Source: an optimization exercise on an open RTL-to-GDS flow (aim: small area and few clock cycles). Production flows keep margins and buffers that such runs may drop.
Function was checked by simulation only, so behaviour that the tests miss may differ from the original.
Power figures rest on the tool's default switching activity, not on a simulated workload.

==> inputs of v17 <==
Design fe, start of the top module:
module fe (
    input  wire        clk,
    input  wire        rst,           
    input  wire        op_valid,
    output wire        op_ready,
    input  wire [31:0] op_word,
    input  wire [7:0]  op_tlen,       
    input  wire        txt_valid,
    output wire        txt_ready,
    input  wire [7:0]  txt_data,
    output reg         res_valid,
    output reg  [3:0]  res_status,
    output reg  [15:0] res_data,
    output wire [15:0] flags,
    output wire [7:0]  cursor,
    output wire [7:0]  fend,
    input  wire [7:0]  rx_count,      
    input  wire [7:0]  rx_data,       
    output wire        rx_pop,
    input  wire        rx_tmo,        
    output wire        tx_valid,
    output wire [7:0]  tx_data,
    output wire        tx_log
);
    localparam [3:0] ST_OK        = 4'd0,
                     ST_OVERFLOW  = 4'd1,
                     ST_TIMEOUT   = 4'd3,
                     ST_MISMATCH  = 4'd4,
                     ST_LENEXC    = 4'd5,
                     ST_UNDERRUN  = 4'd6,
                     ST_INCOMPL   = 4'd7,
                     ST_ILLEGAL   = 4'd8,
                     ST_UNUSABLE  = 4'd9;
    localparam [1:0] M_IDLE = 2'd0, M_TX = 2'd1, M_RX = 2'd2;
  ...
Settings: LEC_CHECK=0, CAP_MARGIN=20, CELL_PAD_IN_SITES_DETAIL_PLACEMENT=1, CELL_PAD_IN_SITES_GLOBAL_PLACEMENT=1, CORE_MARGIN=2, CORE_UTILIZATION=60, CTS_BUF_LIST=sky130_fd_sc_hd__clkbuf_16 sky130_fd_sc_hd__clkbuf_8, CTS_CLUSTER_DIAMETER=80, CTS_CLUSTER_SIZE=32, PLACE_DENSITY=0.68, SLEW_MARGIN=20, SYNTH_HIERARCHICAL=1, SYNTH_MINIMUM_KEEP_SIZE=0; clock period 10.0 ns.
standard.sh (not shown) runs the stock make flow with config.mk's settings and CLKGATE_MAP_FILE= SYNTH_SCRIPT=/design/flow/synth_recipe.tcl, a recipe that flattens the netlist after the stock synthesis.
==> flow/flow/run.sh <==
#!/bin/bash
# The standard layout, with every port buffered by a buf_1 rather than the
# resizer's default pick.
export BUFFER_PORTS_ARGS="-buffer_cell sky130_fd_sc_hd__buf_1"
bash standard.sh > standard_flow.log 2>&1
==> v10 (differences from v17) <==
--- a/flow/design.v
+++ b/flow/design.v
@@ -57,25 +57,28 @@
     reg [7:0]  pos;
     reg [7:0]  fend_r;
     reg [1:0]  mode;
     reg        err;
     reg [3:0]  ecode;
     reg        req_valid;
     reg        req_kind;       
-    reg [7:0]  req_b4, req_b5, req_b6;
+    reg [15:0] req_addr;
+    reg [7:0]  req_cnt;
     reg [3:0]  state;
     reg [7:0]  idx;
     reg [7:0]  sa;
     reg [7:0]  sb;
     reg [1:0]  sm;
     wire [7:0] tleft    = idx;
     wire [7:0] tkeep    = sa;
     wire [3:0] tstatus  = {sm[1], 2'b00, sm[0]};    
     wire       slog     = sm[0];
     wire [1:0] rchk     = sm;
+    wire [15:0] rchk_addr = {sb, sa};
+    wire [7:0] rchk_cnt = idx;
     wire busy = (state == S_HUNT_A) || (state == S_HUNT_B) || (state == S_LEN) ||
                 (state == S_BWAIT) || (state == S_BODY) || (state == S_CHECK);
     assign op_ready  = (state == S_IDLE);
     assign flags     = {6'd0, busy, req_valid & req_kind, req_valid, ecode, err, mode};
     assign cursor    = pos;
     assign fend      = fend_r;
     wire [7:0]  opc = op_word[31:24];
@@ -162,15 +165,15 @@
     wire bld_hdr = idle_acc && (is_resetcmd || is_wreg || is_wcurve || is_rreg || is_wram || is_rram);
     wire bld_4   = idle_acc && (is_wreg || is_wcurve || is_rreg || is_wram || is_rram);
     wire bld_5   = idle_acc && (is_rreg || is_wram || is_rram);
     wire bld_6   = idle_acc && is_rram;
     wire [7:0] bld_b3 = is_resetcmd ? opb :
                         is_wreg ? 8'h80 : is_rreg ? 8'h81 : is_wram ? 8'h82 :
                         is_rram ? 8'h83 : 8'h84;
-    wire [7:0] bld_b4 = (is_wram || is_rram || is_rramresp) ? opa[15:8] : opb;
+    wire [7:0] bld_b4 = (is_wram || is_rram) ? opa[15:8] : opb;
     generate for (gk = 0; gk < 128; gk = gk + 1) begin : g_wr
         if (gk == 0) begin : g_e0
             always @(posedge clk) begin
                 if (bld_hdr) begin ebank[0] <= HDR_A; obank[0] <= HDR_B; end
                 else begin
                     if (e_we && esel[0]) ebank[0] <= e_wd;
                     if (o_we && osel[0]) obank[0] <= o_wd;
@@ -204,57 +207,57 @@
     assign tx_data  = (pos == 8'd2) ? idx - 8'd3 : rd_a;
     assign tx_log   = (state == S_SEND) && slog;
     assign txt_ready = (state == S_TEXT);
     wire   txt_take  = txt_valid && txt_ready;
     assign rx_pop = (rx_count != 8'd0) &&
                     ((state == S_HUNT_A) || (state == S_HUNT_B) || (state == S_LEN) ||
                      (state == S_BODY));
-    wire       chk_ram  = rchk[1];
-    wire [9:0] chk_need = chk_ram ? {1'b0, idx, 1'b0} + 10'd7 : {2'b0, sa} + 10'd6;
-    wire chk_ok = (obank[1] == {6'b100000, chk_ram, 1'b1}) &&
-                  (ebank[2] == sb) && (obank[2] == sa) && (!chk_ram || ebank[3] == idx) &&
-                  ({2'b0, fend_r} >= chk_need);
+    wire chk_reg_ok = (fend_r >= 8'd6) && (obank[1] == 8'h81) &&
+                      (ebank[2] == rchk_addr[7:0]) && (obank[2] == rchk_cnt) &&
+                      ({1'b0, fend_r} >= 9'd6 + {1'b0, rchk_cnt});
+    wire chk_ram_ok = (fend_r >= 8'd7) && (obank[1] == 8'h83) &&
+                      ({ebank[2], obank[2]} == rchk_addr) && (ebank[3] == rchk_cnt) &&
+                      ({2'b0, fend_r} >= 10'd7 + {1'b0, rchk_cnt, 1'b0});
     task automatic complete(input [3:0] st, input [15:0] d);
         begin
             res_valid  <= 1'b1;
             res_status <= st;
             res_data   <= (st == ST_OK) ? d : 16'd0;
         end
     endtask
-    task automatic rx_start(input [1:0] chk, input [7:0] e4, input [7:0] e5, input [7:0] e6);
+    task automatic rx_start(input [1:0] chk, input [15:0] ad, input [7:0] c);
         begin
             mode      <= M_RX;
             err       <= 1'b0;
             ecode     <= 4'd0;
             pos       <= 8'd0;
             fend_r    <= 8'd0;
             sm        <= chk;
-            sb        <= e4;
-            sa        <= e5;
-            idx       <= e6;
+            {sb, sa}  <= ad;
+            idx       <= c;
             state     <= S_HUNT_A;
         end
     endtask
     task automatic rx_fail(input [3:0] code);
         begin
             err    <= 1'b1;
             ecode  <= code;
             pos    <= 8'd0;
             fend_r <= 8'd0;
             state  <= S_IDLE;
             complete(code, 16'd0);
         end
     endtask
-    task automatic rx_finish(input ok);
+    task automatic rx_finish(input reg_ok, input ram_ok);
         begin
             state <= S_IDLE;
             pos   <= 8'd3;
             if (rchk == CHK_NONE) begin
                 complete(ST_OK, 16'd0);
-            end else if (ok) begin
+            end else if (rchk == CHK_REG ? reg_ok : ram_ok) begin
                 pos <= (rchk == CHK_REG) ? 8'd6 : 8'd7;
                 complete(ST_OK, 16'd0);
             end else begin
                 err <= 1'b1; ecode <= ST_MISMATCH;
                 complete(ST_MISMATCH, 16'd0);
             end
         end
@@ -330,36 +333,36 @@
                     end
                 end else if (is_wreg || is_wcurve) begin
                     pos <= 8'd5; fend_r <= 8'd0; mode <= M_TX; err <= 1'b0; ecode <= 4'd0;
                     complete(ST_OK, 16'd0);
                 end else if (is_rreg) begin
                     pos <= 8'd6; fend_r <= 8'd0; mode <= M_TX; err <= 1'b0; ecode <= 4'd0;
                     req_valid <= 1'b1; req_kind <= 1'b0;
-                    req_b4 <= bld_b4; req_b5 <= op_word[15:8]; req_b6 <= opb;
+                    req_addr <= {8'd0, opb}; req_cnt <= op_word[15:8];
                     complete(ST_OK, 16'd0);
                 end else if (is_wram) begin
                     pos <= 8'd6; fend_r <= 8'd0; mode <= M_TX; err <= 1'b0; ecode <= 4'd0;
                     complete(ST_OK, 16'd0);
                 end else if (is_rram) begin
                     pos <= 8'd7; fend_r <= 8'd0; mode <= M_TX; err <= 1'b0; ecode <= 4'd0;
                     req_valid <= 1'b1; req_kind <= 1'b1;
-                    req_b4 <= bld_b4; req_b5 <= op_word[15:8]; req_b6 <= opb;
+                    req_addr <= opa; req_cnt <= opb;
                     complete(ST_OK, 16'd0);
                 end else if (is_receive) begin
-                    rx_start(CHK_NONE, bld_b4, op_word[15:8], opb);
+                    rx_start(CHK_NONE, 16'd0, 8'd0);
                 end else if (is_rregresp) begin
-                    rx_start(CHK_REG, bld_b4, op_word[15:8], opb);
+                    rx_start(CHK_REG, {8'd0, opb}, op_word[15:8]);
                 end else if (is_rramresp) begin
-                    rx_start(CHK_RAM, bld_b4, op_word[15:8], opb);
+                    rx_start(CHK_RAM, opa, opb);
                 end else if (is_rregmat) begin
                     if (!req_valid || req_kind) complete(ST_ILLEGAL, 16'd0);
-                    else rx_start(CHK_REG, req_b4, req_b5, req_b6);
+                    else rx_start(CHK_REG, req_addr, req_cnt);
                 end else if (is_rrammat) begin
                     if (!req_valid || !req_kind) complete(ST_ILLEGAL, 16'd0);
-                    else rx_start(CHK_RAM, req_b4, req_b5, req_b6);
+                    else rx_start(CHK_RAM, req_addr, req_cnt);
                 end else begin
                     complete(ST_ILLEGAL, 16'd0);
                 end
             end
             S_TEXT: begin
                 if (tleft == 8'd0) begin
                     state <= S_IDLE;
@@ -405,13 +408,13 @@
                     rx_fail(ST_TIMEOUT);
                 end
             end
             S_BODY: begin
                 pos <= pos + 8'd1;
                 if (pos + 8'd1 == fend_r) state <= S_CHECK;
             end
-            S_CHECK: rx_finish(chk_ok);
+            S_CHECK: rx_finish(chk_reg_ok, chk_ram_ok);
             default: state <= S_IDLE;
             endcase
         end
     end
 endmodule
==> flow/run.sh (new file) <==
#!/bin/bash
# synth_recipe.tcl (not shown) runs the flow's synth.tcl, then flattens the netlist and writes it again
# the make line also repeats each setting of config.mk as NAME=value (left out here)
make -C /OpenROAD-flow-scripts/flow DESIGN_CONFIG=/design/flow/config.mk WORK_HOME=/design/flow/orfs CLKGATE_MAP_FILE= SYNTH_SCRIPT=/design/flow/synth_recipe.tcl finish
- CELL_PAD_IN_SITES_DETAIL_PLACEMENT: 1 -> 2
- CELL_PAD_IN_SITES_GLOBAL_PLACEMENT: 1 -> 2
- CORE_UTILIZATION: 60 -> 50
- CTS_BUF_LIST: sky130_fd_sc_hd__clkbuf_16 sky130_fd_sc_hd__clkbuf_8 -> sky130_fd_sc_hd__clkbuf_8 sky130_fd_sc_hd__clkbuf_4
- CTS_CLUSTER_DIAMETER: 80 -> 100
- CTS_CLUSTER_SIZE: 32 -> 30
- PLACE_DENSITY: 0.68 -> 0.6
removed: flow/flow/run.sh
removed: flow/standard.sh
==> v31 (differences from v17) <==
==> flow/run.sh (new file) <==
#!/bin/bash
# synth_recipe.tcl (not shown) runs the flow's synth.tcl, then flattens the netlist and writes it again
# the make line also repeats each setting of config.mk as NAME=value (left out here)
make -C /OpenROAD-flow-scripts/flow DESIGN_CONFIG=/design/flow/config.mk WORK_HOME=/design/flow/orfs CLKGATE_MAP_FILE= SYNTH_SCRIPT=/design/flow/synth_recipe.tcl finish
- CTS_CLUSTER_DIAMETER: 80 -> 100
- CTS_CLUSTER_SIZE: 32 -> 26
- GPL_TIMING_DRIVEN: default -> 0
removed: flow/flow/run.sh
removed: flow/standard.sh
==> v25 (differences from v17) <==
--- a/flow/design.v
+++ b/flow/design.v
@@ -57,25 +57,28 @@
     reg [7:0]  pos;
     reg [7:0]  fend_r;
     reg [1:0]  mode;
     reg        err;
     reg [3:0]  ecode;
     reg        req_valid;
     reg        req_kind;       
-    reg [7:0]  req_b4, req_b5, req_b6;
+    reg [15:0] req_addr;
+    reg [7:0]  req_cnt;
     reg [3:0]  state;
     reg [7:0]  idx;
     reg [7:0]  sa;
     reg [7:0]  sb;
     reg [1:0]  sm;
     wire [7:0] tleft    = idx;
     wire [7:0] tkeep    = sa;
     wire [3:0] tstatus  = {sm[1], 2'b00, sm[0]};    
     wire       slog     = sm[0];
     wire [1:0] rchk     = sm;
+    wire [15:0] rchk_addr = {sb, sa};
+    wire [7:0] rchk_cnt = idx;
     wire busy = (state == S_HUNT_A) || (state == S_HUNT_B) || (state == S_LEN) ||
                 (state == S_BWAIT) || (state == S_BODY) || (state == S_CHECK);
     assign op_ready  = (state == S_IDLE);
     assign flags     = {6'd0, busy, req_valid & req_kind, req_valid, ecode, err, mode};
     assign cursor    = pos;
     assign fend      = fend_r;
     wire [7:0]  opc = op_word[31:24];
@@ -162,15 +165,15 @@
     wire bld_hdr = idle_acc && (is_resetcmd || is_wreg || is_wcurve || is_rreg || is_wram || is_rram);
     wire bld_4   = idle_acc && (is_wreg || is_wcurve || is_rreg || is_wram || is_rram);
     wire bld_5   = idle_acc && (is_rreg || is_wram || is_rram);
     wire bld_6   = idle_acc && is_rram;
     wire [7:0] bld_b3 = is_resetcmd ? opb :
                         is_wreg ? 8'h80 : is_rreg ? 8'h81 : is_wram ? 8'h82 :
                         is_rram ? 8'h83 : 8'h84;
-    wire [7:0] bld_b4 = (is_wram || is_rram || is_rramresp) ? opa[15:8] : opb;
+    wire [7:0] bld_b4 = (is_wram || is_rram) ? opa[15:8] : opb;
     generate for (gk = 0; gk < 128; gk = gk + 1) begin : g_wr
         if (gk == 0) begin : g_e0
             always @(posedge clk) begin
                 if (bld_hdr) begin ebank[0] <= HDR_A; obank[0] <= HDR_B; end
                 else begin
                     if (e_we && esel[0]) ebank[0] <= e_wd;
                     if (o_we && osel[0]) obank[0] <= o_wd;
@@ -204,57 +207,57 @@
     assign tx_data  = (pos == 8'd2) ? idx - 8'd3 : rd_a;
     assign tx_log   = (state == S_SEND) && slog;
     assign txt_ready = (state == S_TEXT);
     wire   txt_take  = txt_valid && txt_ready;
     assign rx_pop = (rx_count != 8'd0) &&
                     ((state == S_HUNT_A) || (state == S_HUNT_B) || (state == S_LEN) ||
                      (state == S_BODY));
-    wire       chk_ram  = rchk[1];
-    wire [9:0] chk_need = chk_ram ? {1'b0, idx, 1'b0} + 10'd7 : {2'b0, sa} + 10'd6;
-    wire chk_ok = (obank[1] == {6'b100000, chk_ram, 1'b1}) &&
-                  (ebank[2] == sb) && (obank[2] == sa) && (!chk_ram || ebank[3] == idx) &&
-                  ({2'b0, fend_r} >= chk_need);
+    wire chk_reg_ok = (fend_r >= 8'd6) && (obank[1] == 8'h81) &&
+                      (ebank[2] == rchk_addr[7:0]) && (obank[2] == rchk_cnt) &&
+                      ({1'b0, fend_r} >= 9'd6 + {1'b0, rchk_cnt});
+    wire chk_ram_ok = (fend_r >= 8'd7) && (obank[1] == 8'h83) &&
+                      ({ebank[2], obank[2]} == rchk_addr) && (ebank[3] == rchk_cnt) &&
+                      ({2'b0, fend_r} >= 10'd7 + {1'b0, rchk_cnt, 1'b0});
     task automatic complete(input [3:0] st, input [15:0] d);
         begin
             res_valid  <= 1'b1;
             res_status <= st;
             res_data   <= (st == ST_OK) ? d : 16'd0;
         end
     endtask
-    task automatic rx_start(input [1:0] chk, input [7:0] e4, input [7:0] e5, input [7:0] e6);
+    task automatic rx_start(input [1:0] chk, input [15:0] ad, input [7:0] c);
         begin
             mode      <= M_RX;
             err       <= 1'b0;
             ecode     <= 4'd0;
             pos       <= 8'd0;
             fend_r    <= 8'd0;
             sm        <= chk;
-            sb        <= e4;
-            sa        <= e5;
-            idx       <= e6;
+            {sb, sa}  <= ad;
+            idx       <= c;
             state     <= S_HUNT_A;
         end
     endtask
     task automatic rx_fail(input [3:0] code);
         begin
             err    <= 1'b1;
             ecode  <= code;
             pos    <= 8'd0;
             fend_r <= 8'd0;
             state  <= S_IDLE;
             complete(code, 16'd0);
         end
     endtask
-    task automatic rx_finish(input ok);
+    task automatic rx_finish(input reg_ok, input ram_ok);
         begin
             state <= S_IDLE;
             pos   <= 8'd3;
             if (rchk == CHK_NONE) begin
                 complete(ST_OK, 16'd0);
-            end else if (ok) begin
+            end else if (rchk == CHK_REG ? reg_ok : ram_ok) begin
                 pos <= (rchk == CHK_REG) ? 8'd6 : 8'd7;
                 complete(ST_OK, 16'd0);
             end else begin
                 err <= 1'b1; ecode <= ST_MISMATCH;
                 complete(ST_MISMATCH, 16'd0);
             end
         end
@@ -330,36 +333,36 @@
                     end
                 end else if (is_wreg || is_wcurve) begin
                     pos <= 8'd5; fend_r <= 8'd0; mode <= M_TX; err <= 1'b0; ecode <= 4'd0;
                     complete(ST_OK, 16'd0);
                 end else if (is_rreg) begin
                     pos <= 8'd6; fend_r <= 8'd0; mode <= M_TX; err <= 1'b0; ecode <= 4'd0;
                     req_valid <= 1'b1; req_kind <= 1'b0;
-                    req_b4 <= bld_b4; req_b5 <= op_word[15:8]; req_b6 <= opb;
+                    req_addr <= {8'd0, opb}; req_cnt <= op_word[15:8];
                     complete(ST_OK, 16'd0);
                 end else if (is_wram) begin
                     pos <= 8'd6; fend_r <= 8'd0; mode <= M_TX; err <= 1'b0; ecode <= 4'd0;
                     complete(ST_OK, 16'd0);
                 end else if (is_rram) begin
                     pos <= 8'd7; fend_r <= 8'd0; mode <= M_TX; err <= 1'b0; ecode <= 4'd0;
                     req_valid <= 1'b1; req_kind <= 1'b1;
-                    req_b4 <= bld_b4; req_b5 <= op_word[15:8]; req_b6 <= opb;
+                    req_addr <= opa; req_cnt <= opb;
                     complete(ST_OK, 16'd0);
                 end else if (is_receive) begin
-                    rx_start(CHK_NONE, bld_b4, op_word[15:8], opb);
+                    rx_start(CHK_NONE, 16'd0, 8'd0);
                 end else if (is_rregresp) begin
-                    rx_start(CHK_REG, bld_b4, op_word[15:8], opb);
+                    rx_start(CHK_REG, {8'd0, opb}, op_word[15:8]);
                 end else if (is_rramresp) begin
-                    rx_start(CHK_RAM, bld_b4, op_word[15:8], opb);
+                    rx_start(CHK_RAM, opa, opb);
                 end else if (is_rregmat) begin
                     if (!req_valid || req_kind) complete(ST_ILLEGAL, 16'd0);
-                    else rx_start(CHK_REG, req_b4, req_b5, req_b6);
+                    else rx_start(CHK_REG, req_addr, req_cnt);
                 end else if (is_rrammat) begin
                     if (!req_valid || !req_kind) complete(ST_ILLEGAL, 16'd0);
-                    else rx_start(CHK_RAM, req_b4, req_b5, req_b6);
+                    else rx_start(CHK_RAM, req_addr, req_cnt);
                 end else begin
                     complete(ST_ILLEGAL, 16'd0);
                 end
             end
             S_TEXT: begin
                 if (tleft == 8'd0) begin
                     state <= S_IDLE;
@@ -405,13 +408,13 @@
                     rx_fail(ST_TIMEOUT);
                 end
             end
             S_BODY: begin
                 pos <= pos + 8'd1;
                 if (pos + 8'd1 == fend_r) state <= S_CHECK;
             end
-            S_CHECK: rx_finish(chk_ok);
+            S_CHECK: rx_finish(chk_reg_ok, chk_ram_ok);
             default: state <= S_IDLE;
             endcase
         end
     end
 endmodule
==> flow/run.sh (new file) <==
#!/bin/bash
# synth_recipe.tcl (not shown) runs the flow's synth.tcl, then flattens the netlist and writes it again
# the make line also repeats each setting of config.mk as NAME=value (left out here)
make -C /OpenROAD-flow-scripts/flow DESIGN_CONFIG=/design/flow/config.mk WORK_HOME=/design/flow/orfs CLKGATE_MAP_FILE= SYNTH_SCRIPT=/design/flow/synth_recipe.tcl finish
- CTS_CLUSTER_DIAMETER: 80 -> 100
- CTS_CLUSTER_SIZE: 32 -> 26
removed: flow/flow/run.sh
removed: flow/standard.sh
==> notes <==
- Core utilization, lowest first: v25, v17, v31.
- Synthesized cell count: v31 is lower than v25 (about 1.6%).
- Register-to-register slack: v25 > v17 > v31.
- Between v25 and v17, the lower setup slack is in v17 (gap 0.11 ns).
- In flip-flop and latch count, v17 and v31 do not differ.
- Total power is about the same in v31 and v17.
- Between v31 and v25, the lower first-iteration DRC count is in v25 (gap 9.1%, measured against v25).
- v31 ran to the end with violations: negative setup slack. v17 went through all stages and came out clean. v10 failed in 3_5_place_dp. v25 went through all stages and came out clean.
- Against v17, the wire length of v25 is lower by 3.3%.
==> figures <==
| metric | v31 | v10 | v25 | v17 |
|---|---|---|---|---|
| Run status | complete, but fails checks | did not finish | timing/DRC/antenna clean | timing/DRC/antenna clean |
| Stage where the flow stopped | - | 3_5_place_dp | - | - |
| Reasons for failing layout checks | negative setup slack | - | - | - |
| Maximum number of pins on one net before global-route repair | 85 | - | 102 | 128 |
| Cell area after layout | 91,940 µm² | - | 89,980 µm² | 90,190 µm² |
| Combinational Power | 4.39 mW | - | 1.22 mW | 3.65 mW |
| Multi-input gate share of total cell area | 0.2135 | - | 0.2152 | 0.2156 |
| H-tree level count | 3 | - | 3 | 3 |
| Reg-to-reg setup timing slack | 3.17 ns | - | 3.85 ns | 3.53 ns |
| Type of element launching the critical path | register | - | register | register |
| Final GP Congestion | 1.015 | 0.9274 | 0.9675 | 0.9832 |
| Worst Max-Slew Pin Slew | 1.360 ns | - | 1.212 ns | 1.263 ns |
| Iteration count of the initial detailed-routing pass | 6 | - | 8 | 8 |
| Worst hold margin | 0.4353 ns | - | 0.4721 ns | 0.4549 ns |
| Port Buffer Count | 124 | 128 | 128 | 128 |
| Area of the die | 142,100 µm² | - | 142,200 µm² | 142,100 µm² |
| Highest net fanout along the worst path | 11 | - | 27 | 16 |
| Hold endpoint | ecode[3]$_SDFFE_PP0P_ | - | ebank[0][7]$_SDFFE_PP0P_ | ecode[3]$_SDFFE_PP0P_ |
| Routed length on met2 | 132,100 µm | - | 125,800 µm | 129,600 µm |
| Total internal power | 13.74 mW | - | 12.08 mW | 13.61 mW |
Testbench counts of v17, summed over its fixed seeds: cycles 87,303.
Testbench counts of v10, summed over its fixed seeds: cycles 87,303.
Testbench counts of v31, summed over its fixed seeds: cycles 87,303.
Testbench counts of v25, summed over its fixed seeds: cycles 87,303.

==> what the ideal ports hide <==
The flow's constraints put no driver on any port. The routed layouts listed below were extracted and timed again, unchanged, in two steps. Step 1 assumes that a clkbuf_16 drives the clock port and a buf_2 every other input. Step 2 also shifts input and output timing later by t, the mid clock arrival at the registers, as if the neighbouring blocks saw the same clock. Three values: no drivers, after step 1, after step 2; two values: the first two.
run | shift t [ns] | setup slack, ns | worst setup path after step 2
v17 | 0.843 | 0.604 / 0.521 / 1.215 | input to register
v31 | 0.837 | -0.151 / -0.230 / 0.234 | input to register
v25 | 0.847 | 0.718 / 0.635 / 1.098 | input to register
